Background: an optimization exercise with open tools, aiming at small area, a short achievable clock period and few clock cycles. Do not read the settings as production practice. Function was checked by simulation only, so behaviour that the tests miss may differ from the original.

--- run.sh ---
#!/bin/bash
# synth_recipe.tcl (not shown) runs the flow's synth.tcl, then flattens the netlist and writes it again
# the make line also repeats each setting of config.mk as NAME=value (left out here)
make -C /OpenROAD-flow-scripts/flow DESIGN_CONFIG=/design/flow/config.mk WORK_HOME=/design/flow/orfs CLKGATE_MAP_FILE= SYNTH_SCRIPT=/design/flow/synth_recipe.tcl finish
--- config.mk ---
export PLATFORM = sky130hd
export DESIGN_NAME = lpt
export DESIGN_NICKNAME = lpt
export VERILOG_FILES = /design/flow/design.v
export SDC_FILE = /design/flow/constraint.sdc
export NUM_CORES = 4
export LEC_CHECK = 0
export CAP_MARGIN = 20
export CORE_MARGIN = 2
export CORE_UTILIZATION = 50
export PLACE_DENSITY = 0.65
export SETUP_SLACK_MARGIN = 3.5
export SLEW_MARGIN = 20
--- constraint.sdc ---
create_clock -name core_clock -period 10.0 [get_ports {clk}]
set_input_delay 2.0000 -clock core_clock [delete_from_list [all_inputs] [get_ports {clk}]]
set_output_delay 2.0000 -clock core_clock [all_outputs]
set_load 0.01 [all_outputs]
--- design.v ---
module lpt_calc (
    input  wire        clk,
    input  wire        rst,
    input  wire        start,      
    input  wire        go,         
    input  wire [1:0]  op,         
    input  wire        w16,        
    input  wire        wr0,        
    input  wire        wr1,        
    input  wire [31:0] wdata,
    input  wire [31:0] arg1,
    output wire        done,       
    output wire        pl_rdy,     
    output wire [30:0] pl_val,
    output reg  [7:0]  fault,      
    output reg  [30:0] res0,       
    output reg  [2:0]  res_sel     
);
    localparam [1:0] S_IDLE = 2'd0, S_RUN = 2'd1, S_DONE = 2'd2;
    localparam [7:0] F_DIV0 = 8'h03, F_CMP = 8'h04, F_COUNT = 8'h05;
    reg  [1:0]  state;
    reg  [1:0]  opr;         
    reg         wide;
    reg  [33:0] acc;         
    reg  [31:0] dv;          
    reg  [5:0]  lz0, lz1;    
    reg  [31:0] m;           
    reg  [8:0]  z;           
    reg  [2:0]  cp;          
    reg         ovf;         
    reg         sgn;         
    reg  [4:0]  cnt;         
    reg         ex;          
    reg  [1:0]  fcode;       
    reg  [31:0] fqr;         
    reg  [8:0]  r5;          
    reg  [2:0]  bgc;         
    reg         bgf;         
    wire idle   = (state == S_IDLE);
    wire fin    = (state == S_DONE);
    assign done = fin;
    wire fq_rdy = (bgc == 3'd0);
    reg  pg, pv;
    wire pre1  = idle && fq_rdy && !pg;
    wire pre2  = idle && fq_rdy && pg && !pv;
    assign pl_rdy = pv;
    assign pl_val = m[30:0];
    wire [31:0] sh_in = (wr0 || wr1) ? wdata : arg1;
    function [3:0] lzc8;
        input [7:0] x;
        begin
            casez (x)
                8'b1???????: lzc8 = 4'd0;
                8'b01??????: lzc8 = 4'd1;
                8'b001?????: lzc8 = 4'd2;
                8'b0001????: lzc8 = 4'd3;
                8'b00001???: lzc8 = 4'd4;
                8'b000001??: lzc8 = 4'd5;
                8'b0000001?: lzc8 = 4'd6;
                8'b00000001: lzc8 = 4'd7;
                default:     lzc8 = 4'd8;
            endcase
        end
    endfunction
    wire [3:0] lzb3 = lzc8(sh_in[31:24]);
    wire [3:0] lzb2 = lzc8(sh_in[23:16]);
    wire [3:0] lzb1 = lzc8(sh_in[15:8]);
    wire [3:0] lzb0 = lzc8(sh_in[7:0]);
    wire       nz3 = |sh_in[31:24];
    wire       nz2 = |sh_in[23:16];
    wire       nz1 = |sh_in[15:8];
    wire       nz0 = |sh_in[7:0];
    reg  [5:0] lz;
    always @* begin
        if (nz3)      lz = {3'd0, lzb3[2:0]};
        else if (nz2) lz = {3'd1, lzb2[2:0]};
        else if (nz1) lz = {3'd2, lzb1[2:0]};
        else if (nz0) lz = {3'd3, lzb0[2:0]};
        else          lz = 6'd32;
    end
    wire [31:0] sh16 = lz[4] ? {sh_in[15:0], 16'd0} : sh_in;
    wire [31:0] sh8  = lz[3] ? {sh16[23:0], 8'd0}   : sh16;
    wire [31:0] sh4  = lz[2] ? {sh8[27:0], 4'd0}    : sh8;
    wire [31:0] sh2  = lz[1] ? {sh4[29:0], 2'd0}    : sh4;
    wire [31:0] sh_out = (lz[0] && wr0) ? {sh2[30:0], 1'b0} : sh2;
    wire        bg_small = (lz[5:2] >= 4'd6);
    wire [2:0]  bg_cyc   = 3'd6 - lz[4:2];
    function [9:0] d500;    
        input [8:0] r;
        input       b;
        reg   [9:0] v, t;
        reg         ge;
        begin
            v  = {r, b};
            ge = v[9] | (v[8] & v[7] & v[6] & v[5] & v[4] & (v[3] | v[2]));
            t  = v - 10'd500;
            d500 = ge ? {1'b1, t[8:0]} : {1'b0, v[8:0]};
        end
    endfunction
    wire [8:0]  br0 = bgf ? {1'b0, fqr[31:24]} : r5;
    wire [3:0]  bb  = bgf ? fqr[23:20] : fqr[31:28];
    wire [9:0]  bs0 = d500(br0,       bb[3]);
    wire [9:0]  bs1 = d500(bs0[8:0],  bb[2]);
    wire [9:0]  bs2 = d500(bs1[8:0],  bb[1]);
    wire [9:0]  bs3 = d500(bs2[8:0],  bb[0]);
    wire [3:0]  bq  = {bs0[9], bs1[9], bs2[9], bs3[9]};
    wire [31:0] fqr_nx = bgf ? {fqr[19:0], 8'd0, bq} : {fqr[27:0], bq};
    wire [23:0] fq = fqr[23:0];
    wire [8:0]  fr = r5;
    wire b1 = acc[31];
    wire b2 = acc[30];
    wire [11:0] fr5  = {3'd0, fr} - 12'd500;
    wire [11:0] fr10 = {3'd0, fr} - 12'd1000;
    function [10:0] zstep;    
        input [8:0]  zi;
        input        b;
        input [8:0]  r;
        input [11:0] r5m, r10m;
        reg   [11:0] v0, v1, v2;
        begin
            v0 = {2'b0, zi, 1'b0} + (b ? {3'b0, r} : 12'd0);
            v1 = {2'b0, zi, 1'b0} + (b ? r5m  : 12'hE0C);     
            v2 = {2'b0, zi, 1'b0} + (b ? r10m : 12'hC18);     
            if (!v2[11])      zstep = {2'd2, v2[8:0]};
            else if (!v1[11]) zstep = {2'd1, v1[8:0]};
            else              zstep = {2'd0, v0[8:0]};
        end
    endfunction
    wire [8:0]  zin = idle ? 9'd0 : z;
    wire [10:0] zs1 = zstep(zin, b1, fr, fr5, fr10);
    wire [10:0] zs2 = zstep(zs1[8:0], b2, fr, fr5, fr10);
    wire [2:0]  cnew = {zs1[10:9], 1'b0} + {1'b0, zs2[10:9]};
    wire [33:0] o1 = pre2 ? {fq[22:0], 11'd0} : idle ? 34'd0 : {1'b0, m[30:0], 2'b00};
    wire [33:0] o2 = pre2 ? ~{2'd0, fq, 8'd0} : idle ? 34'd0 : {29'd0, cp, 2'b00};
    wire [33:0] o3 = pre2 ? {7'd0, fq, 3'd0} : b1 ? {9'd0, fq, 1'b0} : 34'd0;
    wire [33:0] o4 = pre2 ? {22'd0, z, cp} : b2 ? {10'd0, fq} : 34'd0;
    wire [33:0] s1  = o1 ^ o2 ^ o3;
    wire [33:0] c1  = {((o1 & o2) | (o1 & o3) | (o2 & o3)), pre2};
    wire [33:0] ys  = s1 ^ c1 ^ o4;
    wire [33:0] yc  = {((s1 & c1) | (s1 & o4) | (c1 & o4)), 1'b0};
    wire [33:0] ya  = fin ? {3'd0, m[30:0]} : ys;
    wire [33:0] yb  = fin ? {31'd0, cp} : yc;
    wire [33:0] ysum = ya + yb;
    function [8:0] gtab;      
        input [6:0] x;
        begin
            case (x)
            7'd0: gtab = 9'd0;
            7'd1: gtab = 9'd3;
            7'd2: gtab = 9'd7;
            7'd3: gtab = 9'd10;
            7'd4: gtab = 9'd14;
            7'd5: gtab = 9'd18;
            7'd6: gtab = 9'd21;
            7'd7: gtab = 9'd25;
            7'd8: gtab = 9'd28;
            7'd9: gtab = 9'd32;
            7'd10: gtab = 9'd36;
            7'd11: gtab = 9'd39;
            7'd12: gtab = 9'd43;
            7'd13: gtab = 9'd46;
            7'd14: gtab = 9'd50;
            7'd15: gtab = 9'd54;
            7'd16: gtab = 9'd57;
            7'd17: gtab = 9'd61;
            7'd18: gtab = 9'd64;
            7'd19: gtab = 9'd68;
            7'd20: gtab = 9'd72;
            7'd21: gtab = 9'd75;
            7'd22: gtab = 9'd79;
            7'd23: gtab = 9'd82;
            7'd24: gtab = 9'd86;
            7'd25: gtab = 9'd90;
            7'd26: gtab = 9'd93;
            7'd27: gtab = 9'd97;
            7'd28: gtab = 9'd100;
            7'd29: gtab = 9'd104;
            7'd30: gtab = 9'd108;
            7'd31: gtab = 9'd111;
            7'd32: gtab = 9'd115;
            7'd33: gtab = 9'd118;
            7'd34: gtab = 9'd122;
            7'd35: gtab = 9'd126;
            7'd36: gtab = 9'd129;
            7'd37: gtab = 9'd133;
            7'd38: gtab = 9'd136;
            7'd39: gtab = 9'd140;
            7'd40: gtab = 9'd144;
            7'd41: gtab = 9'd147;
            7'd42: gtab = 9'd151;
            7'd43: gtab = 9'd154;
            7'd44: gtab = 9'd158;
            7'd45: gtab = 9'd162;
            7'd46: gtab = 9'd165;
            7'd47: gtab = 9'd169;
            7'd48: gtab = 9'd172;
            7'd49: gtab = 9'd176;
            7'd50: gtab = 9'd180;
            7'd51: gtab = 9'd183;
            7'd52: gtab = 9'd187;
            7'd53: gtab = 9'd190;
            7'd54: gtab = 9'd194;
            7'd55: gtab = 9'd198;
            7'd56: gtab = 9'd201;
            7'd57: gtab = 9'd205;
            7'd58: gtab = 9'd208;
            7'd59: gtab = 9'd212;
            7'd60: gtab = 9'd216;
            7'd61: gtab = 9'd219;
            7'd62: gtab = 9'd223;
            7'd63: gtab = 9'd226;
            7'd64: gtab = 9'd230;
            7'd65: gtab = 9'd234;
            7'd66: gtab = 9'd237;
            7'd67: gtab = 9'd241;
            7'd68: gtab = 9'd244;
            7'd69: gtab = 9'd248;
            7'd70: gtab = 9'd252;
            7'd71: gtab = 9'd255;
            7'd72: gtab = 9'd259;
            7'd73: gtab = 9'd262;
            7'd74: gtab = 9'd266;
            7'd75: gtab = 9'd270;
            7'd76: gtab = 9'd273;
            7'd77: gtab = 9'd277;
            7'd78: gtab = 9'd280;
            7'd79: gtab = 9'd284;
            7'd80: gtab = 9'd288;
            7'd81: gtab = 9'd291;
            7'd82: gtab = 9'd295;
            7'd83: gtab = 9'd298;
            7'd84: gtab = 9'd302;
            7'd85: gtab = 9'd306;
            7'd86: gtab = 9'd309;
            7'd87: gtab = 9'd313;
            7'd88: gtab = 9'd316;
            7'd89: gtab = 9'd320;
            7'd90: gtab = 9'd324;
            7'd91: gtab = 9'd327;
            7'd92: gtab = 9'd331;
            7'd93: gtab = 9'd334;
            7'd94: gtab = 9'd338;
            7'd95: gtab = 9'd342;
            7'd96: gtab = 9'd345;
            7'd97: gtab = 9'd349;
            7'd98: gtab = 9'd352;
            7'd99: gtab = 9'd356;
            7'd100: gtab = 9'd360;
            7'd101: gtab = 9'd363;
            7'd102: gtab = 9'd367;
            7'd103: gtab = 9'd370;
            7'd104: gtab = 9'd374;
            7'd105: gtab = 9'd378;
            7'd106: gtab = 9'd381;
            7'd107: gtab = 9'd385;
            7'd108: gtab = 9'd388;
            7'd109: gtab = 9'd392;
            7'd110: gtab = 9'd396;
            7'd111: gtab = 9'd399;
            7'd112: gtab = 9'd403;
            7'd113: gtab = 9'd406;
            7'd114: gtab = 9'd410;
            7'd115: gtab = 9'd414;
            7'd116: gtab = 9'd417;
            7'd117: gtab = 9'd421;
            7'd118: gtab = 9'd424;
            7'd119: gtab = 9'd428;
            7'd120: gtab = 9'd432;
            7'd121: gtab = 9'd435;
            7'd122: gtab = 9'd439;
            7'd123: gtab = 9'd442;
            7'd124: gtab = 9'd446;
            default: gtab = 9'd0;
            endcase
        end
    endfunction
    wire        gj3  = (fr >= 9'd375);
    wire        gj2  = (fr >= 9'd250);
    wire        gj1  = (fr >= 9'd125);
    wire [8:0]  gx   = fr - (gj3 ? 9'd375 : gj2 ? 9'd250 : gj1 ? 9'd125 : 9'd0);
    wire [11:0] gval = {3'd0, gtab(gx[6:0])} +
                       (gj3 ? 12'd1350 : gj2 ? 12'd900 : gj1 ? 12'd450 : 12'd0);
    wire [33:0] dvx = {2'b00, dv};
    wire [33:0] p1  = acc + (sgn ? dvx : ~dvx) + {33'd0, !sgn};
    wire        q1  = !p1[33];
    wire [33:0] pp1 = {p1[32:0], 1'b0};
    wire [33:0] p2  = pp1 + (q1 ? ~dvx : dvx) + {33'd0, q1};
    wire        q2  = !p2[33];
    wire [6:0]  t0     = {1'b0, lz0} - {1'b0, lz1};
    wire [6:0]  t0e    = {1'b0, lz0} - {1'b0, lz1[5:1], 1'b0};
    wire        a0z    = lz0[5];
    wire        cmp_bad = lz1[5] || t0[6] || (t0 == 7'd0) ||
                          (w16 ? (t0 >= 7'd29) : (t0 >= 7'd21));
    function [7:0] ktab;      
        input [6:0] x;        
        input       w;
        begin
            if (x[6] || x == 7'd0)      ktab = {1'b1, 1'b0, 2'd3, 3'd1, 1'b0};
            else if (!w) begin
                if      (x <= 7'd3)     ktab = {1'b1, 1'b0, 2'd2, 3'd2, 1'b0};
                else if (x <= 7'd5)     ktab = {1'b1, 1'b0, 2'd1, 3'd3, 1'b0};
                else if (x == 7'd6)     ktab = {1'b1, 1'b0, 2'd1, 3'd4, 1'b0};
                else if (x == 7'd7)     ktab = {1'b1, 1'b0, 2'd1, 3'd5, 1'b0};
                else if (x == 7'd8)     ktab = {1'b1, 1'b0, 2'd2, 3'd6, 1'b0};
                else if (x <= 7'd10)    ktab = {1'b1, 1'b1, 2'd0, 3'd7, 1'b0};
                else                    ktab = 8'd0;
            end else begin
                if      (x <= 7'd3)     ktab = {1'b1, 1'b0, 2'd3, 3'd2, 1'b0};
                else if (x <= 7'd6)     ktab = {1'b1, 1'b0, 2'd2, 3'd3, 1'b0};
                else if (x <= 7'd8)     ktab = {1'b1, 1'b0, 2'd2, 3'd4, 1'b0};
                else if (x <= 7'd10)    ktab = {1'b1, 1'b1, 2'd0, 3'd5, 1'b0};
                else                    ktab = 8'd0;
            end
        end
    endfunction
    function [3:0] kval;
        input [2:0] idx;
        input       w;
        begin
            case (idx)
                3'd1: kval = 4'd0;
                3'd2: kval = 4'd3;
                3'd3: kval = w ? 4'd6 : 4'd5;
                3'd4: kval = w ? 4'd8 : 4'd6;
                3'd5: kval = w ? 4'd10 : 4'd7;
                3'd6: kval = 4'd8;
                default: kval = 4'd10;
            endcase
        end
    endfunction
    wire [6:0]  xa  = t0 - (w16 ? 7'd17 : 7'd9);      
    wire [6:0]  xb  = t0 - (w16 ? 7'd18 : 7'd10);     
    wire [7:0]  kta = ktab(xa, w16);
    wire [7:0]  ktb = ktab(xb, w16);
    wire [5:0]  nsa = t0e[5:0] - {2'd0, kval(kta[3:1], w16)};    
    wire [5:0]  nsb = t0e[5:0] - {2'd0, kval(ktb[3:1], w16)};
    wire [4:0]  pra = nsa[5:1] - {4'd0, !nsa[0]};              
    wire [4:0]  prb = nsb[5:1] - {4'd0, !nsb[0]};
    wire        qt0 = lz1[0] ? q2 : q1;                        
    wire [7:0]  ktc = qt0 ? kta : ktb;
    wire [5:0]  nsc = qt0 ? nsa : nsb;
    wire [4:0]  p_rest = qt0 ? pra : prb;
    wire        p_end  = qt0 ? (pra == 5'd0 || !kta[7]) : (prb == 5'd0 || !ktb[7]);
    reg         klast;
    reg  [1:0]  kdelta;
    reg  [2:0]  kidx;
    wire [4:0]  t_rest = lz1[5] ? 5'd0 : (5'd15 - {1'b0, lz1[4:1]});
    wire [17:0] q0  = ex ? m[18:1] : m[17:0];
    wire        fit0 = (q0 != 18'd0) &&
                       (wide ? (q0[17] == 1'b0 && (!q0[16] || q0[15:0] == 16'd0))
                             : (q0[17:9] == 9'd0 && (!q0[8] || q0[7:0] == 8'd0)));
    reg  [16:0] q1s;
    always @* begin
        case (kdelta)
            2'd1: q1s = q0[17:1];
            2'd2: q1s = {1'b0, q0[17:2]};
            default: q1s = {2'b0, q0[17:3]};
        endcase
    end
    wire [16:0] qsel = fit0 ? q0[16:0] : q1s;
    wire [16:0] cval = qsel - 17'd1;
    wire        pfound = fit0 || (!klast && q0 != 18'd0);
    wire [2:0]  psel = fit0 ? kidx : (kidx + 3'd1);
    always @* begin
        fault   = 8'd0;
        res0    = 31'd0;
        res_sel = 3'd0;
        case (fcode)
            2'd1: fault = F_DIV0;
            2'd2: fault = F_CMP;
            default: begin
                if (opr == 2'd0) begin
                    if (!pfound) fault = F_CMP;
                    else begin
                        res0    = {14'd0, cval};
                        res_sel = psel;
                    end
                end else begin
                    if (ovf || (ysum[33:31] != 3'd0)) fault = F_COUNT;
                    else res0 = ysum[30:0];
                end
            end
        endcase
    end
    always @(posedge clk) begin
        if (rst) begin
            state <= S_IDLE;
            opr   <= 2'd0;
            wide  <= 1'b0;
            acc   <= 34'd0;
            dv    <= 32'd0;
            lz0   <= 6'd32;
            lz1   <= 6'd32;
            m     <= 32'd0;
            z     <= 9'd0;
            cp    <= 3'd0;
            ovf   <= 1'b0;
            sgn   <= 1'b0;
            cnt   <= 5'd0;
            ex    <= 1'b0;
            klast <= 1'b0;
            kdelta <= 2'd0;
            kidx  <= 3'd0;
            fcode <= 2'd0;
            fqr   <= 32'd0;
            r5    <= 9'd0;
            bgc   <= 3'd0;
            bgf   <= 1'b0;
            pg    <= 1'b0;
            pv    <= 1'b0;
        end else begin
            if (wr0) begin
                dv  <= sh_out;
                lz0 <= lz;
                if (bg_small) begin
                    fqr <= 32'd0;
                    r5  <= {1'b0, wdata[7:0]};
                    bgc <= 3'd0;
                end else begin
                    fqr <= sh4;
                    bgc <= bg_cyc;
                end
                bgf <= 1'b1;
            end else if (bgc != 3'd0) begin
                fqr <= fqr_nx;
                r5  <= bs3[8:0];
                bgc <= bgc - 3'd1;
                bgf <= 1'b0;
            end
            if (wr1) begin
                acc <= {2'b00, sh_out};
                lz1 <= lz;
            end
            if (wr0 || !idle) begin
                pg <= 1'b0;
                pv <= 1'b0;
            end else if (pre1) begin
                {z, cp} <= gval;
                pg <= 1'b1;
            end else if (pre2) begin
                m  <= {1'b0, ysum[30:0]};
                pv <= 1'b1;
            end
            case (state)
                S_IDLE: begin
                    if (start) begin
                        opr   <= op;
                        wide  <= w16;
                        fcode <= 2'd0;
                        if (!go) begin
                            state <= S_DONE;
                        end else if (op == 2'd0) begin
                            if (a0z) begin
                                fcode <= 2'd1;
                                state <= S_DONE;
                            end else if (cmp_bad) begin
                                fcode <= 2'd2;
                                state <= S_DONE;
                            end else begin
                                acc <= {p2[32:0], 1'b0};
                                sgn <= !q2;
                                m   <= {30'd0, q1, q2};
                                cnt <= p_rest;
                                ex  <= nsc[0];
                                klast  <= ktc[6];
                                kdelta <= ktc[5:4];
                                kidx   <= ktc[3:1];
                                if (!ktc[7])
                                    fcode <= 2'd2;
                                state <= p_end ? S_DONE : S_RUN;
                            end
                        end else if (fq_rdy && !pre2) begin
                            acc <= {acc[31:0], 2'b00};
                            z   <= zs2[8:0];
                            cp  <= cnew;
                            m   <= {1'b0, ysum[30:0]};
                            ovf <= (ysum[33:31] != 3'd0);
                            cnt <= t_rest;
                            state <= (t_rest == 5'd0) ? S_DONE : S_RUN;
                        end
                    end
                end
                S_RUN: begin
                    cnt <= cnt - 5'd1;
                    if (cnt == 5'd1)
                        state <= S_DONE;
                    if (opr == 2'd0) begin
                        acc <= {p2[32:0], 1'b0};
                        sgn <= !q2;
                        m   <= {m[29:0], q1, q2};
                    end else begin
                        acc <= {acc[31:0], 2'b00};
                        z   <= zs2[8:0];
                        cp  <= cnew;
                        m   <= {1'b0, ysum[30:0]};
                        ovf <= ovf || (ysum[33:31] != 3'd0);
                    end
                end
                S_DONE: begin
                    state <= S_IDLE;
                    if (!wr1)
                        acc <= {2'b00, sh_out};     
                    m     <= 32'd0;
                    z     <= 9'd0;
                    cp    <= 3'd0;
                    ovf   <= 1'b0;
                    sgn   <= 1'b0;
                end
                default: state <= S_IDLE;
            endcase
        end
    end
endmodule
module lpt #(
    parameter integer CPU_CLOCK_HZ = 16000000
) (
    input  wire        clk,
    input  wire        rst,        
    input  wire        req,
    input  wire        we,
    input  wire [7:0]  addr,
    input  wire [1:0]  size,       
    input  wire [31:0] wdata,
    output wire        ready,
    output reg  [31:0] rdata,
    output wire [19:0] line
);
    localparam integer NLINES = 20;
    localparam [3:0] F_ILLEGAL = 4'h1, F_ACCESS = 4'h2, F_COUNT  = 4'h5,
                     F_PIN     = 4'h6, F_NOTCFG = 4'h7, F_NOCH   = 4'h8;
    localparam integer CMP2_Q  = CPU_CLOCK_HZ / (57600 * 2);
    localparam integer CMP1_Q  = CPU_CLOCK_HZ / (1800 * 2);
    localparam integer CMP2_C  = CMP2_Q - 1;
    localparam integer CMP1_C  = CMP1_Q - 1;
    localparam [7:0]   CMP2_V  = CMP2_C[7:0];
    localparam [15:0]  CMP1_V  = CMP1_C[15:0];
    localparam [12:0]  TCOUNT_V   = 13'd5760;    
    localparam [5:0]   GATE_CYCLE = 6'd32;
    localparam [31:0]  PLAYS_MAX  = 32'd596523236;
    reg [31:0] arg0, arg1;
    reg [30:0] res0;            
    reg [2:0]  rsel;            
    reg        rwide;           
    reg [3:0]  fault;
    reg [1:0]  active_ch;
    reg        cfg1, ie1, ocr1_on;
    reg [4:0]  pin1;
    reg [12:0] tcnt1;
    reg [31:0] budget1;
    reg        cfg2, ie2, ocr2_on;
    reg [4:0]  pin2;
    reg [7:0]  tcnt2;
    reg [12:0] budget2;
    reg [5:0]  gate;
    reg        sig_on;
    reg [NLINES-1:0] level;    
    assign line = level;
    wire [15:0] ocr1 = ocr1_on ? CMP1_V : 16'd0;
    wire [7:0]  ocr2 = ocr2_on ? CMP2_V : 8'd0;
    reg [15:0] rp;
    always @* begin
        case (rsel)
            3'd1: rp = 16'd1;
            3'd2: rp = 16'd8;
            3'd3: rp = rwide ? 16'd64   : 16'd32;
            3'd4: rp = rwide ? 16'd256  : 16'd64;
            3'd5: rp = rwide ? 16'd1024 : 16'd128;
            3'd6: rp = 16'd256;
            3'd7: rp = 16'd1024;
            default: rp = 16'd0;
        endcase
    end
    wire bad_shape = (size != 2'b10) || (addr[1:0] != 2'b00) || (addr >= 8'h3C);
    wire wr_ok_reg = (addr == 8'h00) || (addr == 8'h04) || (addr == 8'h08);
    wire bad_acc   = bad_shape || (we && !wr_ok_reg);
    wire [31:0] cmd = wdata;
    wire is_calcp  = ((cmd & 32'hFFFFFFEF) == 32'h1);
    wire is_calct  = (cmd == 32'h2);
    wire is_cfgc   = ((cmd & 32'hFFFF00FF) == 32'h3);
    wire is_cfgs   = ((cmd & 32'hFFFF00FF) == 32'h4);
    wire is_playc  = (cmd == 32'h5);
    wire is_plays  = (cmd == 32'h6);
    wire is_playsi = (cmd == 32'h7);
    wire is_stop   = (cmd == 32'h8);
    wire is_isplay = (cmd == 32'h9);
    wire [7:0] cmd_pin = cmd[15:8];
    wire plays_big  = (arg0 >= PLAYS_MAX);
    wire plays_calc = cfg1 && !plays_big && (arg0 != 32'd0);
    wire long_cmd  = (fault == 4'd0) && (is_calcp || is_calct);
    wire cmd_bus   = we && (addr == 8'h00) && (size == 2'b10);
    wire may_long  = cmd_bus && ((wdata[3:0] == 4'h1) || (wdata[3:0] == 4'h2));
    wire may_pl    = cmd_bus && (wdata[3:0] == 4'h6);
    wire        calc_done;
    wire [7:0]  calc_fault;
    wire [30:0] calc_res0;
    wire [2:0]  calc_sel;
    wire        calc_pl_rdy;
    wire [30:0] calc_pl_val;
    assign ready = (!may_long || calc_done) && (!may_pl || calc_pl_rdy);
    wire   fire  = req && ready;
    wire wr_arg0 = fire && we && !bad_acc && (addr[3:2] == 2'd1);
    wire wr_arg1 = fire && we && !bad_acc && (addr[3:2] == 2'd2);
    lpt_calc u_calc (
        .clk      (clk),
        .rst      (rst),
        .start    (req && may_long),
        .go       (long_cmd),
        .op       (is_calcp ? 2'd0 : 2'd1),
        .w16      (cmd[4]),
        .wr0      (wr_arg0),
        .wr1      (wr_arg1),
        .wdata    (wdata),
        .arg1     (arg1),
        .done     (calc_done),
        .pl_rdy   (calc_pl_rdy),
        .pl_val   (calc_pl_val),
        .fault    (calc_fault),
        .res0     (calc_res0),
        .res_sel  (calc_sel)
    );
    always @* begin
        rdata = 32'd0;
        if (!bad_acc && !we) begin
            case (addr[5:2])
                4'h1: rdata = arg0;
                4'h2: rdata = arg1;
                4'h3: rdata = {1'b0, res0};
                4'h4: rdata = {rp, 8'd0, 5'd0, rsel};
                4'h5: rdata = {22'd0, cfg2, cfg1, (fault != 4'd0), sig_on,
                               active_ch, cfg2, cfg1, ie2, ie1};
                4'h6: rdata = {28'd0, fault};
                4'h7: rdata = {3'd0, pin1, 7'd0, cfg1, ocr1};
                4'h8: rdata = {3'd0, pin2, 7'd0, cfg2, 8'd0, ocr2};
                4'h9: rdata = {16'd0, cfg1 ? CMP1_V : 16'd0};
                4'hA: rdata = {24'd0, cfg2 ? CMP2_V : 8'd0};
                4'hB: rdata = {19'd0, cfg2 ? TCOUNT_V : 13'd0};
                4'hC: rdata = budget1;
                4'hD: rdata = {19'd0, budget2};
                4'hE: rdata = {26'd0, gate};
                default: rdata = 32'd0;
            endcase
        end
    end
    reg [31:0] n_arg0, n_arg1;
    reg [30:0] n_res0;
    reg [2:0]  n_rsel;
    reg        n_rwide;
    reg [3:0]  n_fault;
    reg [1:0]  n_active;
    reg        n_cfg1, n_ie1, n_ocr1_on;
    reg [4:0]  n_pin1;
    reg [12:0] n_tcnt1;
    reg [31:0] n_budget1;
    reg        n_cfg2, n_ie2, n_ocr2_on;
    reg [4:0]  n_pin2;
    reg [7:0]  n_tcnt2;
    reg [12:0] n_budget2;
    reg [5:0]  n_gate;
    reg        n_sig;
    reg [NLINES-1:0] n_level;
    reg        a1_tog, a1_clr, a2_tog, a2_clr, s1_clr, s2_clr;
    reg        ev1, ev2;
    reg [3:0]  hfault;
    always @* begin
        n_arg0 = arg0;   n_arg1 = arg1;   n_res0 = res0;
        n_rsel = rsel;   n_rwide = rwide;
        n_fault = fault; n_active = active_ch;
        n_cfg1 = cfg1; n_ie1 = ie1; n_ocr1_on = ocr1_on; n_pin1 = pin1;
        n_budget1 = budget1;
        n_cfg2 = cfg2; n_ie2 = ie2; n_ocr2_on = ocr2_on; n_pin2 = pin2;
        n_budget2 = budget2;
        n_gate = gate; n_sig = sig_on;
        a1_tog = 1'b0; a1_clr = 1'b0; a2_tog = 1'b0; a2_clr = 1'b0;
        s1_clr = 1'b0; s2_clr = 1'b0;
        hfault = 4'd0;
        ev1 = 1'b0;
        n_tcnt1 = tcnt1;
        if (cfg1) begin
            if (tcnt1 == ocr1[12:0]) begin
                ev1 = 1'b1;
                n_tcnt1 = 13'd0;
            end else begin
                n_tcnt1 = tcnt1 + 13'd1;
            end
        end
        ev2 = 1'b0;
        n_tcnt2 = tcnt2;
        if (cfg2) begin
            if (tcnt2 == ocr2) begin
                ev2 = 1'b1;
                n_tcnt2 = 8'd0;
            end else begin
                n_tcnt2 = tcnt2 + 8'd1;
            end
        end
        if (ev1 && ie1) begin
            if (budget1 != 32'd0) begin
                a1_tog = 1'b1;
                if (!budget1[31])
                    n_budget1 = budget1 - 32'd1;
            end else begin
                n_ie1 = 1'b0;
                a1_clr = 1'b1;
            end
        end
        if (ev2 && ie2) begin
            if (gate != 6'd0) begin
                if (sig_on)
                    a2_tog = 1'b1;
                n_budget2 = budget2 - 13'd1;
                if (budget2 == 13'd1) begin
                    n_ie2 = 1'b0;
                    a2_clr = 1'b1;
                end
                n_gate = gate - 6'd1;
            end else begin
                n_gate = GATE_CYCLE;
                n_budget2 = budget2 - 13'd1;
                n_sig = ~sig_on;
                if (!sig_on)
                    a2_tog = 1'b1;
                else
                    a2_clr = 1'b1;
            end
        end
        if (fire) begin
            if (bad_acc) begin
                hfault = F_ACCESS;
            end else if (we) begin
                case (addr[3:2])
                    2'd1: n_arg0 = wdata;
                    2'd2: n_arg1 = wdata;
                    2'd0: begin
                        if (fault == 4'd0) begin
                            if (is_calcp || is_calct) begin
                                if (calc_fault != 8'd0) begin
                                    hfault = calc_fault[3:0];
                                end else begin
                                    n_res0  = calc_res0;
                                    n_rsel  = calc_sel;
                                    n_rwide = cmd[4];
                                end
                            end else if (is_cfgc) begin
                                if (cmd_pin >= 8'd20) begin
                                    hfault = F_PIN;
                                end else begin
                                    n_pin2    = cmd_pin[4:0];
                                    n_cfg2    = 1'b1;
                                    n_active  = 2'd2;
                                end
                            end else if (is_cfgs) begin
                                if (cmd_pin >= 8'd20) begin
                                    hfault = F_PIN;
                                end else begin
                                    n_pin1    = cmd_pin[4:0];
                                    n_cfg1    = 1'b1;
                                    n_active  = 2'd1;
                                end
                            end else if (is_playc) begin
                                if (!cfg2) begin
                                    hfault = F_NOTCFG;
                                end else begin
                                    n_ocr2_on = 1'b1;
                                    n_budget2 = TCOUNT_V;
                                    n_gate    = GATE_CYCLE;
                                    n_sig     = 1'b1;
                                    n_ie2     = 1'b1;
                                end
                            end else if (is_plays) begin
                                if (!cfg1) begin
                                    hfault = F_NOTCFG;
                                end else if (plays_big) begin
                                    hfault = F_COUNT;
                                end else begin
                                    n_ocr1_on = 1'b1;
                                    n_budget1 = {1'b0, plays_calc ? calc_pl_val : 31'd0};
                                    n_ie1     = 1'b1;
                                end
                            end else if (is_playsi) begin
                                if (!cfg1) begin
                                    hfault = F_NOTCFG;
                                end else begin
                                    n_ocr1_on = 1'b1;
                                    n_budget1 = 32'hFFFFFFFF;
                                    n_ie1     = 1'b1;
                                end
                            end else if (is_stop) begin
                                if (active_ch == 2'd0) begin
                                    hfault = F_NOCH;
                                end else if (active_ch == 2'd1) begin
                                    n_ie1 = 1'b0;
                                    s1_clr = 1'b1;
                                end else begin
                                    n_ie2 = 1'b0;
                                    s2_clr = 1'b1;
                                end
                            end else if (is_isplay) begin
                                if (active_ch == 2'd0)
                                    hfault = F_NOCH;
                                else
                                    n_res0 = {30'd0, (active_ch == 2'd1) ? n_ie1 : n_ie2};
                            end else begin
                                hfault = F_ILLEGAL;
                            end
                        end
                    end
                    default: ;
                endcase
            end
            if (fault == 4'd0)
                n_fault = hfault;
        end
    end
    integer ln;
    reg     lx;
    always @* begin
        for (ln = 0; ln < NLINES; ln = ln + 1) begin
            lx = level[ln];
            if (pin1 == ln)
                lx = a1_clr ? 1'b0 : (lx ^ a1_tog);
            if (pin2 == ln)
                lx = a2_clr ? 1'b0 : (lx ^ a2_tog);
            if (((pin1 == ln) && s1_clr) || ((pin2 == ln) && s2_clr))
                lx = 1'b0;
            n_level[ln] = lx;
        end
    end
    always @(posedge clk) begin
        if (rst) begin
            arg0 <= 32'd0; arg1 <= 32'd0; res0 <= 31'd0; rsel <= 3'd0; rwide <= 1'b0;
            fault <= 4'd0; active_ch <= 2'd0;
            cfg1 <= 1'b0; ie1 <= 1'b0; ocr1_on <= 1'b0; pin1 <= 5'd0;
            tcnt1 <= 13'd0; budget1 <= 32'd0;
            cfg2 <= 1'b0; ie2 <= 1'b0; ocr2_on <= 1'b0; pin2 <= 5'd0;
            tcnt2 <= 8'd0; budget2 <= 13'd0;
            gate <= 6'd0; sig_on <= 1'b0;
        end else begin
            level <= n_level;
            arg0 <= n_arg0; arg1 <= n_arg1; res0 <= n_res0; rsel <= n_rsel; rwide <= n_rwide;
            fault <= n_fault; active_ch <= n_active;
            cfg1 <= n_cfg1; ie1 <= n_ie1; ocr1_on <= n_ocr1_on; pin1 <= n_pin1;
            tcnt1 <= n_tcnt1; budget1 <= n_budget1;
            cfg2 <= n_cfg2; ie2 <= n_ie2; ocr2_on <= n_ocr2_on; pin2 <= n_pin2;
            tcnt2 <= n_tcnt2; budget2 <= n_budget2;
            gate <= n_gate; sig_on <= n_sig;
        end
    end
endmodule
==> impl_metrics.env, run 1 <==
export IMPL_status="complete, no violations"
export IMPL_synth_commonest_cells="nand2_1 (773), nor2_1 (632), a21oi_1 (591), dfxtp_1 (382), clkbuf_1 (357)"
export IMPL_crit_path_frequent_cell="buf_6"
export IMPL_die_area_sq_mm=0.08685
export IMPL_cts_tree="yes"
export IMPL_synth_edff_count=20
export IMPL_gp_congestion=1.039
export IMPL_ys_types=104
export IMPL_startpoint="u_calc.sgn$_SDFFE_PP0P_"
export IMPL_fin_hold_ws_ps=464.9
export IMPL_slowest_delay_ps=460
export IMPL_initial_utilization_pct=50.49
export IMPL_synth_most_common_cell="nand2_1"
export IMPL_hold_depth=2
export IMPL_rows=106
export IMPL_dpl_cell_area_sq_mm=0.04404
export IMPL_max_freq_mhz=153.5
export IMPL_wl_per_cell_microns=24.27
export IMPL_die_width_microns=294.7
export IMPL_cts_max_path_buffers=3
export IMPL_drt_pass1_iterations=9
export IMPL_vias=46400
export IMPL_fp_coreArea_sq_mm=0.08369
export IMPL_htreeDepth=2
export IMPL_r2r_slack_ps=3490
export IMPL_start_kind="register"
export IMPL_slew_violations=0
export IMPL_syn_area_sq_mm=0.04226
export IMPL_max_slew_worst_pin_slew_ps=1195
export IMPL_via_per_inst=6.545
export IMPL_clock_skew_ps=41.38
export IMPL_slew_headroom_pct=19.59
export IMPL_drv_cap=0
export IMPL_synth_area_leader_cell="dfxtp_1"
export IMPL_synthFlopType="dfxtp_1"
export IMPL_finalHoldViolations=0
export IMPL_ys_warnings_count=2
export IMPL_clock_sinks=402
export IMPL_postSynthCellCount=5958
export IMPL_finalSetupViolCount=0
export IMPL_clk_latency_ps=640
export IMPL_cp_required_ps=10540
export IMPL_num_nets_final=6251
export IMPL_drc=0
export IMPL_antenna_found_initial=8
export IMPL_syn_area_per_cell_sq_um=7.092
export IMPL_grt_max_degree=92
export IMPL_dpl_hpwl_microns=124300
export IMPL_postCtsHoldBufs=0
export IMPL_synth_compound_area_share_pct=28.38
export IMPL_dr_wl_met3_microns=15720
export IMPL_synth_top_area_share_pct=18.10
export IMPL_drt_total_wl_microns=172100
export IMPL_grt_pass1_wl_microns=256900
export IMPL_wl_met1_microns=71000
export IMPL_r2r_cells=28
export IMPL_cts_buffers=49
export IMPL_worst_path_max_fanout=7
export IMPL_yosysSeqAreaShare_pct=19.52
export IMPL_synth_mux_area_share_pct=5.815
export IMPL_crit_path_end_kind="register"
export IMPL_syn2layout_area_growth_pct=14.99
export IMPL_async_reset_ff_share_pct=0
export IMPL_r2r_end="u_calc.state[0]$_SDFFE_PP0P_"
export IMPL_top_layer="met5"
export IMPL_yosys_top_cells_area="dfxtp_1 (18%), ha_1 (7.1%), a21oi_1 (7.0%)"
export IMPL_grt_pass1_vias=41780
export IMPL_grt_overflow_total=0
export IMPL_period_share_pct=65.15
export IMPL_slowest_stage="dfxtp_4"
export IMPL_synth_xor_area_share_pct=7.228
export IMPL_drive_gt1_share_pct=11.27
export IMPL_ant_nets=0
export IMPL_synth_top_family_by_area="compound AO/OA/AOI/OAI gates"
export IMPL_hp_class="reg2reg"
export IMPL_cts_root_buf="clkbuf_16"
export IMPL_drtIter0Drc=4804
export IMPL_crit_type="reg2reg"
export IMPL_grt_usage_pct=37.77
export IMPL_synthSimpleGateAreaFrac_pct=24.18
export IMPL_ys_ff_latch=402
export IMPL_die_y_microns=294.7
export IMPL_fin_util_pct=58.06
export IMPL_crit_path_end="u_calc.state[0]$_SDFFE_PP0P_"
export IMPL_timing_rr_start="u_calc.sgn$_SDFFE_PP0P_"
export IMPL_dr_wl_met2_microns=74910
export IMPL_port_buffer_count=98
export IMPL_postLayoutCellArea_sq_mm=0.04859
export IMPL_rsz0062_at_grt="yes"
export IMPL_synth_adder_area_share_pct=9.588
export IMPL_synth_fp_nets=6295
export IMPL_clk_pin_slew_worst_paths_ps=70
export IMPL_ioPinCount=99
export IMPL_cp_arrival_ps=7060
export IMPL_final_min_clock_period_ps=6515
export IMPL_setup_tns_final_ps=0
## layout make-up
type | instances | area [sq um]
fill | 7881 | 35100
multi-input combinational | 4973 | 33310
sequential | 402 | 8268
timing repair buffer | 311 | 3053
tap | 1134 | 1419
clock buffer | 61 | 1343
inverter | 177 | 671.9
clock inverter | 29 | 519.2
antenna | 2 | 5.005
## how the worst min path moves through the flow
stage / startpoint / endpoint / slack (ps)
3_5_place_dp: res0[29]$_SDFFE_PP0P_ / res0[29]$_SDFFE_PP0P_ / 450
4_1_cts: res0[29]$_SDFFE_PP0P_ / res0[29]$_SDFFE_PP0P_ / 470
2_1_floorplan: res0[4]$_SDFFE_PP0P_ / res0[4]$_SDFFE_PP0P_ / 420
6_report: res0[29]$_SDFFE_PP0P_ / res0[29]$_SDFFE_PP0P_ / 460
3_3_place_gp: res0[29]$_SDFFE_PP0P_ / res0[29]$_SDFFE_PP0P_ / 450
5_1_grt: res0[29]$_SDFFE_PP0P_ / res0[29]$_SDFFE_PP0P_ / 490
## what timing repair did
item | in CTS | in global routing
gates cloned | 7 | 4
resized for setup | 175 | 227
buffers inserted | 31 | 71
setup endpoints to repair | 194 | 182
pin swaps | 25 | 86
## cell usage in the layout, fill, tap and decap left out, types with 23 or more instances in the layout
master and count:
a211oi_1 66, a21o_1 98, a21oi_1 562, a21oi_2 26, a221oi_1 56, a22o_1 40
a22oi_1 110, a31oi_1 72, and2_1 54, and3_1 42, buf_4 174, clkbuf_16 53
clkdlybuf4s50_1 66, dfxtp_1 372, fa_1 52, ha_1 209, inv_1 167, mux2_2 68
mux2i_1 149, nand2_1 758, nand2b_1 58, nand3_1 114, nand4_1 46, nor2_1 612
nor2b_1 104, nor3_1 200, nor4_1 45, o211ai_1 37, o21a_1 33, o21ai_0 311
o21ai_1 46, o21bai_1 35, o22ai_1 36, o31ai_1 23, or3_1 37, xnor2_1 203
xor2_1 128
## sequential cells by signal, summed over array words and instances, names as in the netlist, 4 cells and up
name	cells
arg0	32
u_calc.m	31
u_calc.lz1	6
fault	4
u_calc.lz0	6
arg1	32
budget2	13
budget1	32
u_calc.z	9
gate	6
u_calc.fqr	32
pin1	5
level	20
tcnt1	13
u_calc.r5	9
u_calc.acc	34
u_calc.dv	32
res0	31
tcnt2	8
u_calc.cnt	5
pin2	5
## kinds of logic after synthesis
kind of cell	after synthesis
AND/OR/NAND/NOR	2236
buffers and inverters	585
multiplexers	232
other	1
adder cells (fa/ha/maj)	293
flip-flops	402
XOR/XNOR	347
AO/OA/AOI/OAI	1862
## layer usage
| layer | track usage (%) | vias to the layer above |
|---|---|---|
| met5 | 0 | - |
| met2 | 58.25 | 2485 |
| met3 | 6.063 | 544 |
| li1 | - | 21500 |
| met1 | 50.35 | 21850 |
| met4 | 20.36 | 12 |
## metrics by stage
step                setup WS, ps  instances
finish                      3485       7089
global route                3260       7087
CTS                         3495       7012
detailed placement          1433       6884
global placement            1474       6883
floorplan                   3505       5958
## critical path: cells and delay by family, from the launching register on
kind / cells / cell delay [ps]
buf+inv: 5 / 660
xor+xnor: 4 / 720
simple gates: 5 / 860
flops: 1 / 460
compound gates: 11 / 2680
mux: 1 / 330
fa+ha+maj: 2 / 640
Testbench counts, summed over its fixed seeds: cycles 3,892.
==> inputs of run 2 (changes only) <==
--- a/config.mk
+++ b/config.mk
@@ -8,6 +8,6 @@
 export CAP_MARGIN = 20
 export CORE_MARGIN = 2
-export CORE_UTILIZATION = 50
-export PLACE_DENSITY = 0.65
+export CORE_UTILIZATION = 65
+export PLACE_DENSITY = 0.75
 export SETUP_SLACK_MARGIN = 3.5
 export SLEW_MARGIN = 20
==> impl_metrics.env, run 2 <==
export IMPL_max_slew_worst_pin_slew_ps=1260
export IMPL_syn2layout_area_growth_pct=12.47
export IMPL_r2r_cells=30
export IMPL_num_nets_final=6231
export IMPL_synth_commonest_cells="nand2_1 (773), nor2_1 (632), a21oi_1 (591), dfxtp_1 (382), clkbuf_1 (357)"
export IMPL_drtIter0Drc=7134
export IMPL_worst_path_max_fanout=15
export IMPL_grt_pass1_vias=43180
export IMPL_via_per_inst=7.071
export IMPL_cts_buffers=47
export IMPL_ys_warnings_count=2
export IMPL_clock_skew_ps=55.88
export IMPL_largest_reg_flops=34
export IMPL_start_kind="primary input"
export IMPL_regMostFlops="u_calc.acc"
export IMPL_clk_pin_slew_worst_paths_ps=60
export IMPL_worst_slack_ps=3486
export IMPL_n_fill_cell=5097
export IMPL_synth_most_common_cell="nand2_1"
export IMPL_ioPinCount=99
export IMPL_use_met1_pct=60.33
export IMPL_dpl_hpwl_microns=116600
export IMPL_finalHoldViolations=0
export IMPL_postCtsHoldBufs=0
export IMPL_yosysSeqAreaShare_pct=19.52
export IMPL_ys_types=104
export IMPL_synth_area_leader_cell="dfxtp_1"
export IMPL_die_y_microns=259.0
export IMPL_final_min_clock_period_ps=6514
export IMPL_dpl_cell_count=6595
export IMPL_antenna_found_initial=6
export IMPL_mostFrequentLayoutCells="nand2_1 (761), nor2_1 (616), a21oi_1 (566)"
export IMPL_finalSetupViolCount=0
export IMPL_grt_use_met2_pct=70.51
export IMPL_wl_per_cell_microns=24.49
export IMPL_cp_required_ps=8000
export IMPL_syn_area_sq_mm=0.04226
export IMPL_async_reset_ff_share_pct=0
export IMPL_slew_headroom_pct=15.99
export IMPL_clk_latency_ps=630
export IMPL_cts_max_path_buffers=3
export IMPL_postSynthCellCount=5958
export IMPL_die_area_sq_mm=0.06707
export IMPL_synth_top_area_share_pct=18.10
export IMPL_drv_cap=0
export IMPL_cts_root_buf="clkbuf_16"
export IMPL_syn_area_per_cell_sq_um=7.092
export IMPL_crit_type="in2out"
export IMPL_die_width_microns=259.0
export IMPL_final_common_cell="nand2_1"
export IMPL_synth_fp_nets=6295
export IMPL_gr_usage_met3_pct=9.939
export IMPL_pre_cts_slack_ps=1657
export IMPL_grt_overflow_total=0
export IMPL_fp_coreArea_sq_mm=0.06435
export IMPL_status="complete, no violations"
export IMPL_setup_tns_final_ps=0
export IMPL_synthFlopType="dfxtp_1"
export IMPL_synth_edff_count=20
export IMPL_gp_congestion=1.101
export IMPL_grt_busiest_layer="met2"
export IMPL_drc=0
export IMPL_drive_gt1_share_pct=10.37
export IMPL_stdcell_count=6788
export IMPL_cp_arrival_ps=4510
export IMPL_grt_max_degree=174
export IMPL_hold_depth=2
export IMPL_crit_path_end_kind="output pin"
export IMPL_port_buffer_count=98
export IMPL_initial_utilization_pct=65.67
export IMPL_period_share_pct=65.14
export IMPL_htreeDepth=2
export IMPL_slew_violations=0
export IMPL_drt_total_wl_microns=166300
export IMPL_vias=48000
export IMPL_ys_ff_latch=402
export IMPL_clock_sinks=402
export IMPL_grt_pass1_wl_microns=250200
export IMPL_rsz0062_at_grt="yes"
export IMPL_max_freq_mhz=153.5
export IMPL_drt_pass1_iterations=10
export IMPL_cts_tree="yes"
export IMPL_hp_class="reg2reg"
export IMPL_rows=93
export IMPL_grt_usage_pct=46.81
export IMPL_yosys_top_cells_area="dfxtp_1 (18%), ha_1 (7.1%), a21oi_1 (7.0%)"
export IMPL_ant_nets=0
-- run 2: worst paths after layout --
check | slack, ps | startpoint | end
min | 470 | u_calc.lz0[0]$_SDFFE_PP0P_ | u_calc.lz0[0]$_SDFFE_PP0P_
max | 3490 | wdata[1] | ready
max reg2reg | 3530 | u_calc.sgn$_SDFFE_PP0P_ | u_calc.acc[33]$_SDFF_PP0_
min reg2reg | 470 | u_calc.lz0[0]$_SDFFE_PP0P_ | u_calc.lz0[0]$_SDFFE_PP0P_
-- run 2: final cells by class --
cell class | instances | area (sq um) | share of cell area [%]
well taps | 855 | 1070 | 2.251
inverters | 177 | 671.9 | 1.414
multi-input cells | 4976 | 33080 | 69.60
diodes | 1 | 2.502 | 0.005265
clock buffers | 61 | 1300 | 2.735
flip-flops and latches | 402 | 8268 | 17.40
repair buffers | 290 | 2826 | 5.947
clock inverters | 26 | 307.8 | 0.6476
-- run 2: routing by layer --
layer	part of all wire (%)	vias to the layer above
met5	0.024	-
li1	-	21460
met1	37	22190
met2	42	3513
met3	13	835
met4	7.9	6
-- run 2: stage by stage --
| step | hold WS, ps | instance area [sq um] | utilization, % |
|---|---|---|---|
| 2_1_floorplan | 424.7 | 42310 | - |
| 3_3_place_gp | 450.2 | 43630 | 67.80 |
| 3_5_place_dp | 454.4 | 43630 | 67.80 |
| 4_1_cts | 465.9 | 46230 | 71.84 |
| 5_1_grt | 485.0 | 47530 | 73.86 |
| 6_report | 468.6 | 47530 | 73.86 |
-- run 2: logic make-up after synthesis --
logic type / share of synthesized area [%]
mux: 5.815
buf+inv: 5.276
xor+xnor: 7.228
other cells: 0.008874
fa+ha+maj: 9.588
compound gates: 28.38
simple gates: 24.18
flops: 19.52
-- run 2: repair_timing --
| action | in CTS | in global routing |
|---|---|---|
| buffers inserted | 38 | 55 |
| pin swaps | 26 | 60 |
| cloned | 9 | 2 |
| resized for setup | 124 | 225 |
| endpoints found under the setup margin | 175 | 186 |
-- run 2: critical path, cell delays in order --
cell,delay (ps)
clkdlybuf4s50_1,910
nand2b_1,410
o32a_1,360
nor3_1,150
inv_1,140
clkdlybuf4s50_1,520
==> inputs of run 3 (changes only) <==
--- a/design.v
+++ b/design.v
@@ -11,4 +11,6 @@
     input  wire [31:0] arg1,
     output wire        done,       
+    output wire        commit,     
+    output wire        wide,       
     output wire        pl_rdy,     
     output wire [30:0] pl_val,
@@ -21,5 +23,8 @@
     reg  [1:0]  state;
     reg  [1:0]  opr;         
-    reg         wide;
+    reg         wide_r;
+    reg         early;       
+    reg         didgo;       
+    reg         stale;       
     reg  [33:0] acc;         
     reg  [31:0] dv;          
@@ -39,5 +44,7 @@
     wire idle   = (state == S_IDLE);
     wire fin    = (state == S_DONE);
-    assign done = fin;
+    assign done   = (state == S_RUN && cnt == 5'd1) || (fin && !early);
+    assign commit = fin && didgo;
+    assign wide   = wide_r;
     wire fq_rdy = (bgc == 3'd0);
     reg  pg, pv;
@@ -139,7 +146,6 @@
     wire [33:0] ys  = s1 ^ c1 ^ o4;
     wire [33:0] yc  = {((s1 & c1) | (s1 & o4) | (c1 & o4)), 1'b0};
-    wire [33:0] ya  = fin ? {3'd0, m[30:0]} : ys;
-    wire [33:0] yb  = fin ? {31'd0, cp} : yc;
-    wire [33:0] ysum = ya + yb;
+    wire [33:0] ysum = ys + yc;
+    wire [31:0] yfin = {1'b0, m[30:0]} + {29'd0, cp};
     function [8:0] gtab;      
         input [6:0] x;
@@ -348,5 +354,5 @@
     wire [17:0] q0  = ex ? m[18:1] : m[17:0];
     wire        fit0 = (q0 != 18'd0) &&
-                       (wide ? (q0[17] == 1'b0 && (!q0[16] || q0[15:0] == 16'd0))
+                       (wide_r ? (q0[17] == 1'b0 && (!q0[16] || q0[15:0] == 16'd0))
                              : (q0[17:9] == 9'd0 && (!q0[8] || q0[7:0] == 8'd0)));
     reg  [16:0] q1s;
@@ -377,6 +383,6 @@
                     end
                 end else begin
-                    if (ovf || (ysum[33:31] != 3'd0)) fault = F_COUNT;
-                    else res0 = ysum[30:0];
+                    if (ovf || yfin[31]) fault = F_COUNT;
+                    else res0 = yfin[30:0];
                 end
             end
@@ -387,5 +393,8 @@
             state <= S_IDLE;
             opr   <= 2'd0;
-            wide  <= 1'b0;
+            wide_r <= 1'b0;
+            early <= 1'b0;
+            didgo <= 1'b0;
+            stale <= 1'b0;
             acc   <= 34'd0;
             dv    <= 32'd0;
@@ -432,4 +441,8 @@
                 lz1 <= lz;
             end
+            if (wr1 || ((fin || idle) && !wr0))
+                stale <= 1'b0;
+            if ((fin || idle) && stale && !wr0 && !wr1)
+                acc <= {2'b00, sh_out};
             if (wr0 || !idle) begin
                 pg <= 1'b0;
@@ -444,8 +457,10 @@
             case (state)
                 S_IDLE: begin
-                    if (start) begin
+                    if (start && !stale) begin
                         opr   <= op;
-                        wide  <= w16;
+                        wide_r <= w16;
                         fcode <= 2'd0;
+                        early <= 1'b0;
+                        didgo <= go;
                         if (!go) begin
                             state <= S_DONE;
@@ -459,4 +474,5 @@
                             end else begin
                                 acc <= {p2[32:0], 1'b0};
+                                stale <= 1'b1;
                                 sgn <= !q2;
                                 m   <= {30'd0, q1, q2};
@@ -472,4 +488,5 @@
                         end else if (fq_rdy && !pre2) begin
                             acc <= {acc[31:0], 2'b00};
+                            stale <= 1'b1;
                             z   <= zs2[8:0];
                             cp  <= cnew;
@@ -483,6 +500,8 @@
                 S_RUN: begin
                     cnt <= cnt - 5'd1;
-                    if (cnt == 5'd1)
+                    if (cnt == 5'd1) begin
                         state <= S_DONE;
+                        early <= 1'b1;
+                    end
                     if (opr == 2'd0) begin
                         acc <= {p2[32:0], 1'b0};
@@ -499,6 +518,4 @@
                 S_DONE: begin
                     state <= S_IDLE;
-                    if (!wr1)
-                        acc <= {2'b00, sh_out};     
                     m     <= 32'd0;
                     z     <= 9'd0;
@@ -558,17 +575,4 @@
     wire [15:0] ocr1 = ocr1_on ? CMP1_V : 16'd0;
     wire [7:0]  ocr2 = ocr2_on ? CMP2_V : 8'd0;
-    reg [15:0] rp;
-    always @* begin
-        case (rsel)
-            3'd1: rp = 16'd1;
-            3'd2: rp = 16'd8;
-            3'd3: rp = rwide ? 16'd64   : 16'd32;
-            3'd4: rp = rwide ? 16'd256  : 16'd64;
-            3'd5: rp = rwide ? 16'd1024 : 16'd128;
-            3'd6: rp = 16'd256;
-            3'd7: rp = 16'd1024;
-            default: rp = 16'd0;
-        endcase
-    end
     wire bad_shape = (size != 2'b10) || (addr[1:0] != 2'b00) || (addr >= 8'h3C);
     wire wr_ok_reg = (addr == 8'h00) || (addr == 8'h04) || (addr == 8'h08);
@@ -592,4 +596,6 @@
     wire may_pl    = cmd_bus && (wdata[3:0] == 4'h6);
     wire        calc_done;
+    wire        calc_commit;
+    wire        calc_wide;
     wire [7:0]  calc_fault;
     wire [30:0] calc_res0;
@@ -613,4 +619,6 @@
         .arg1     (arg1),
         .done     (calc_done),
+        .commit   (calc_commit),
+        .wide     (calc_wide),
         .pl_rdy   (calc_pl_rdy),
         .pl_val   (calc_pl_val),
@@ -619,4 +627,23 @@
         .res_sel  (calc_sel)
     );
+    wire        c_flt   = calc_commit && (calc_fault != 8'd0);
+    wire        c_res   = calc_commit && (calc_fault == 8'd0);
+    wire [3:0]  fault_c = (c_flt && fault == 4'd0) ? calc_fault[3:0] : fault;
+    wire [30:0] res0_c  = c_res ? calc_res0 : res0;
+    wire [2:0]  rsel_c  = c_res ? calc_sel  : rsel;
+    wire        rwide_c = c_res ? calc_wide : rwide;
+    reg [15:0] rp;
+    always @* begin
+        case (rsel_c)
+            3'd1: rp = 16'd1;
+            3'd2: rp = 16'd8;
+            3'd3: rp = rwide_c ? 16'd64   : 16'd32;
+            3'd4: rp = rwide_c ? 16'd256  : 16'd64;
+            3'd5: rp = rwide_c ? 16'd1024 : 16'd128;
+            3'd6: rp = 16'd256;
+            3'd7: rp = 16'd1024;
+            default: rp = 16'd0;
+        endcase
+    end
     always @* begin
         rdata = 32'd0;
@@ -625,9 +652,9 @@
                 4'h1: rdata = arg0;
                 4'h2: rdata = arg1;
-                4'h3: rdata = {1'b0, res0};
-                4'h4: rdata = {rp, 8'd0, 5'd0, rsel};
-                4'h5: rdata = {22'd0, cfg2, cfg1, (fault != 4'd0), sig_on,
+                4'h3: rdata = {1'b0, res0_c};
+                4'h4: rdata = {rp, 8'd0, 5'd0, rsel_c};
+                4'h5: rdata = {22'd0, cfg2, cfg1, (fault_c != 4'd0), sig_on,
                                active_ch, cfg2, cfg1, ie2, ie1};
-                4'h6: rdata = {28'd0, fault};
+                4'h6: rdata = {28'd0, fault_c};
                 4'h7: rdata = {3'd0, pin1, 7'd0, cfg1, ocr1};
                 4'h8: rdata = {3'd0, pin2, 7'd0, cfg2, 8'd0, ocr2};
@@ -663,7 +690,7 @@
     reg [3:0]  hfault;
     always @* begin
-        n_arg0 = arg0;   n_arg1 = arg1;   n_res0 = res0;
-        n_rsel = rsel;   n_rwide = rwide;
-        n_fault = fault; n_active = active_ch;
+        n_arg0 = arg0;   n_arg1 = arg1;   n_res0 = res0_c;
+        n_rsel = rsel_c; n_rwide = rwide_c;
+        n_fault = fault_c; n_active = active_ch;
         n_cfg1 = cfg1; n_ie1 = ie1; n_ocr1_on = ocr1_on; n_pin1 = pin1;
         n_budget1 = budget1;
@@ -732,13 +759,6 @@
                     2'd2: n_arg1 = wdata;
                     2'd0: begin
-                        if (fault == 4'd0) begin
+                        if (fault_c == 4'd0) begin
                             if (is_calcp || is_calct) begin
-                                if (calc_fault != 8'd0) begin
-                                    hfault = calc_fault[3:0];
-                                end else begin
-                                    n_res0  = calc_res0;
-                                    n_rsel  = calc_sel;
-                                    n_rwide = cmd[4];
-                                end
                             end else if (is_cfgc) begin
                                 if (cmd_pin >= 8'd20) begin
@@ -808,5 +828,5 @@
                 endcase
             end
-            if (fault == 4'd0)
+            if (fault_c == 4'd0)
                 n_fault = hfault;
         end
--- a/config.mk
+++ b/config.mk
@@ -8,6 +8,6 @@
 export CAP_MARGIN = 20
 export CORE_MARGIN = 2
-export CORE_UTILIZATION = 65
-export PLACE_DENSITY = 0.75
+export CORE_UTILIZATION = 50
+export PLACE_DENSITY = 0.65
 export SETUP_SLACK_MARGIN = 3.5
 export SLEW_MARGIN = 20
==> impl_metrics.env, run 3 <==
export IMPL_status="complete, no violations"
export IMPL_final_common_cell="nand2_1"
export IMPL_crit_type="reg2out"
export IMPL_worst_path_max_fanout=13
export IMPL_drc=0
export IMPL_period_share_pct=65.96
export IMPL_setup_tns_final_ps=0
export IMPL_async_reset_ff_share_pct=0
export IMPL_cp_arrival_ps=4600
export IMPL_dpl_hpwl_microns=131100
export IMPL_vias=48230
export IMPL_grt_max_degree=159
export IMPL_cp_required_ps=8000
export IMPL_cts_tree="yes"
export IMPL_synthFlopType="dfxtp_1"
export IMPL_drtIter0Drc=6590
export IMPL_ys_warnings_count=2
export IMPL_clk_pin_slew_worst_paths_ps=60
export IMPL_slew_violations=0
export IMPL_die_area_sq_mm=0.08857
export IMPL_largest_reg_flops=34
export IMPL_cts_buffers=50
export IMPL_antenna_found_initial=8
export IMPL_cts_root_buf="clkbuf_16"
export IMPL_port_buffer_count=98
export IMPL_yosys_top_cells_area="dfxtp_1 (18%), a21oi_1 (7.2%), ha_1 (7.0%)"
export IMPL_grt_usage_pct=38.27
export IMPL_syn_area_sq_mm=0.04310
export IMPL_syn2layout_area_growth_pct=16.20
export IMPL_cts_max_path_buffers=3
export IMPL_regMostFlops="u_calc.acc"
export IMPL_synth_commonest_cells="nand2_1 (734), nor2_1 (636), a21oi_1 (620), dfxtp_1 (385), o21ai_0 (326)"
export IMPL_gp_congestion=1.029
export IMPL_synth_area_leader_cell="dfxtp_1"
export IMPL_die_y_microns=297.6
export IMPL_grt_pass1_wl_microns=267100
export IMPL_initial_utilization_pct=50.54
export IMPL_clock_sinks=405
export IMPL_slew_headroom_pct=21.80
export IMPL_mostFrequentLayoutCells="nand2_1 (720), nor2_1 (617), a21oi_1 (592)"
export IMPL_htreeDepth=2
export IMPL_clk_latency_ps=650
export IMPL_postSynthCellCount=6047
export IMPL_via_per_inst=6.646
export IMPL_synth_edff_count=20
export IMPL_synth_top_area_share_pct=17.88
export IMPL_start_kind="register"
export IMPL_ys_ff_latch=405
export IMPL_crit_path_end_kind="output pin"
export IMPL_finalSetupViolCount=0
export IMPL_fp_coreArea_sq_mm=0.08528
export IMPL_ant_nets=0
export IMPL_ioPinCount=99
export IMPL_drt_total_wl_microns=180700
export IMPL_hp_class="reg2reg"
export IMPL_clock_skew_ps=35.23
export IMPL_drv_cap=0
export IMPL_finalHoldViolations=0
export IMPL_synth_most_common_cell="nand2_1"
export IMPL_rows=107
export IMPL_drt_pass1_iterations=10
export IMPL_grt_overflow_total=0
export IMPL_max_freq_mhz=151.6
export IMPL_drive_gt1_share_pct=12.78
export IMPL_syn_area_per_cell_sq_um=7.128
export IMPL_num_nets_final=6413
export IMPL_ys_types=113
export IMPL_grt_pass1_vias=43270
export IMPL_wl_per_cell_microns=24.90
export IMPL_yosysSeqAreaShare_pct=19.28
export IMPL_rsz0062_at_grt="yes"
export IMPL_die_width_microns=297.6
export IMPL_synth_fp_nets=6386
export IMPL_max_slew_worst_pin_slew_ps=1170
export IMPL_final_min_clock_period_ps=6596
-- run 3: cell types whose count changed in the layout (fill, tap and decap cells not counted), sizes merged, moves of 20 or more --
cell    delta
inv       +85
buf       +56
xor2      -44
nand2     -40
xnor2     +38
a22oi     -35
o21ai     -35
a21oi     +32
a211oi    +30
a21o      -29
nor2b     -29
a31oi     -24
a22o      -20
o31ai     +20
-- run 3: layout make-up --
class                           count  area [sq um]
Antenna cell                        2         5.005
Clock buffer                       66          1466
Clock inverter                     24         296.5
Fill cell                        8047         35200
Inverter                          256         969.7
Multi-Input combinational cell   5013         34270
Sequential cell                   405          8359
Tap cell                         1144          1431
Timing Repair Buffer              348          3283
-- run 3: critical path, stage by stage, from the launching register on --
cell and delay (ps):
dfxtp_4 360, buf_12 170, mux2_2 400, and3_1 190, o21bai_1 160, a21oi_2 90, o21bai_4 220, buf_4 170
bufbuf_16 300, mux2_2 390, nor4b_4 140, xor2_1 160, o22ai_2 270, a22oi_2 110, o21a_1 220, nor2_1 90
clkdlybuf4s50_1 540
-- run 3: kinds of logic after synthesis --
| kind of cell | Yosys count | synth area share, % |
|---|---|---|
| xor+xnor | 344 | 7.107 |
| fa+ha+maj | 296 | 9.499 |
| compound gates | 1859 | 27.92 |
| mux | 244 | 5.957 |
| flops | 405 | 19.28 |
| simple gates | 2268 | 24.69 |
| buf+inv | 630 | 5.548 |
| other cells | 1 | 0.008701 |
-- run 3: what timing repair did --
item | CTS | global route
setup buffers | 59 | 73
cloned | 5 | 5
setup endpoints to repair | 184 | 122
pin swaps | 51 | 97
hold buffers | 0 | 0
gates resized for setup | 224 | 230
-- run 3: path summary, 6_finish.rpt --
kind,start,to,slack [ps],depth (start not counted)
worst min-delay path,u_calc.lz0[0]$_SDFFE_PP0P_,u_calc.lz0[0]$_SDFFE_PP0P_,480,2
worst min register to register,u_calc.lz0[0]$_SDFFE_PP0P_,u_calc.lz0[0]$_SDFFE_PP0P_,480,2
worst max-delay path,u_calc.ex$_SDFFE_PP0P_,rdata[13],3400,16
worst max register to register,u_calc.sgn$_SDFFE_PP0P_,u_calc.cnt[0]$_SDFFE_PP0P_,3420,29
-- run 3: per-stage QoR --
step	cells	setup WS, ps	utilization, %	hold slack (ps)	instance area (sq um)
global placement	7024	2010	53.08	460.5	45260
finish	7258	3404	58.73	482.4	50080
detailed placement	7024	1812	53.08	464.6	45260
CTS	7178	3212	56.81	473.4	48450
global route	7257	3169	58.73	509.6	50080
floorplan	6047	3526	-	436.3	43360
-- run 3: routing by layer --
metal / routed length, microns / GRT usage [%] / share of wire, % / vias up
met1: 74500 / 53.18 / 41 / 22960
li1: - / - / - / 22020
met4: 7875 / 15.30 / 4.4 / 8
met3: 19980 / 7.150 / 11 / 497
met2: 78320 / 58.15 / 43 / 2754
met5: 52 / 0 / 0.029 / -
Testbench counts of run 3, summed over its fixed seeds: cycles 3,613.

[re-timing with driven ports]
Ports are ideal in the flow. The routed layouts listed here were re-timed in OpenROAD. Step 1 sets driving cells, clkbuf_16 on the clock port and buf_2 on the other inputs (assumed; they add their load-dependent delay and slew). Step 2 adds t to the input delays and takes it off the output delays; t is the mean of the earliest and latest rising clock arrival at the registers after step 1. Input paths then give back, and output paths get back, about the clock's delay inside the block. Slacks: ideal ports / drivers / drivers and shift; pairs: ideal ports / drivers.
run | t (ns) | setup slack, ns | hold slack, ns | latest minus earliest clock arrival (ns)
run 1 | 0.689 | 3.485 / 3.485 / 2.966 | 0.465 / 0.465 / 0.465 | 0.043 / 0.043
run 2 | 0.674 | 3.486 / 3.455 / 2.921 | 0.469 / 0.469 / 0.469 | 0.056 / 0.056
run 3 | 0.698 | 3.404 / 3.337 / 2.878 | 0.482 / 0.482 / 0.482 | 0.036 / 0.035
After both steps setup and hold are still met in every run listed. For run 2, which loses most, drivers alone change the setup slack by -0.031 ns; drivers and shift together by -0.565 ns.
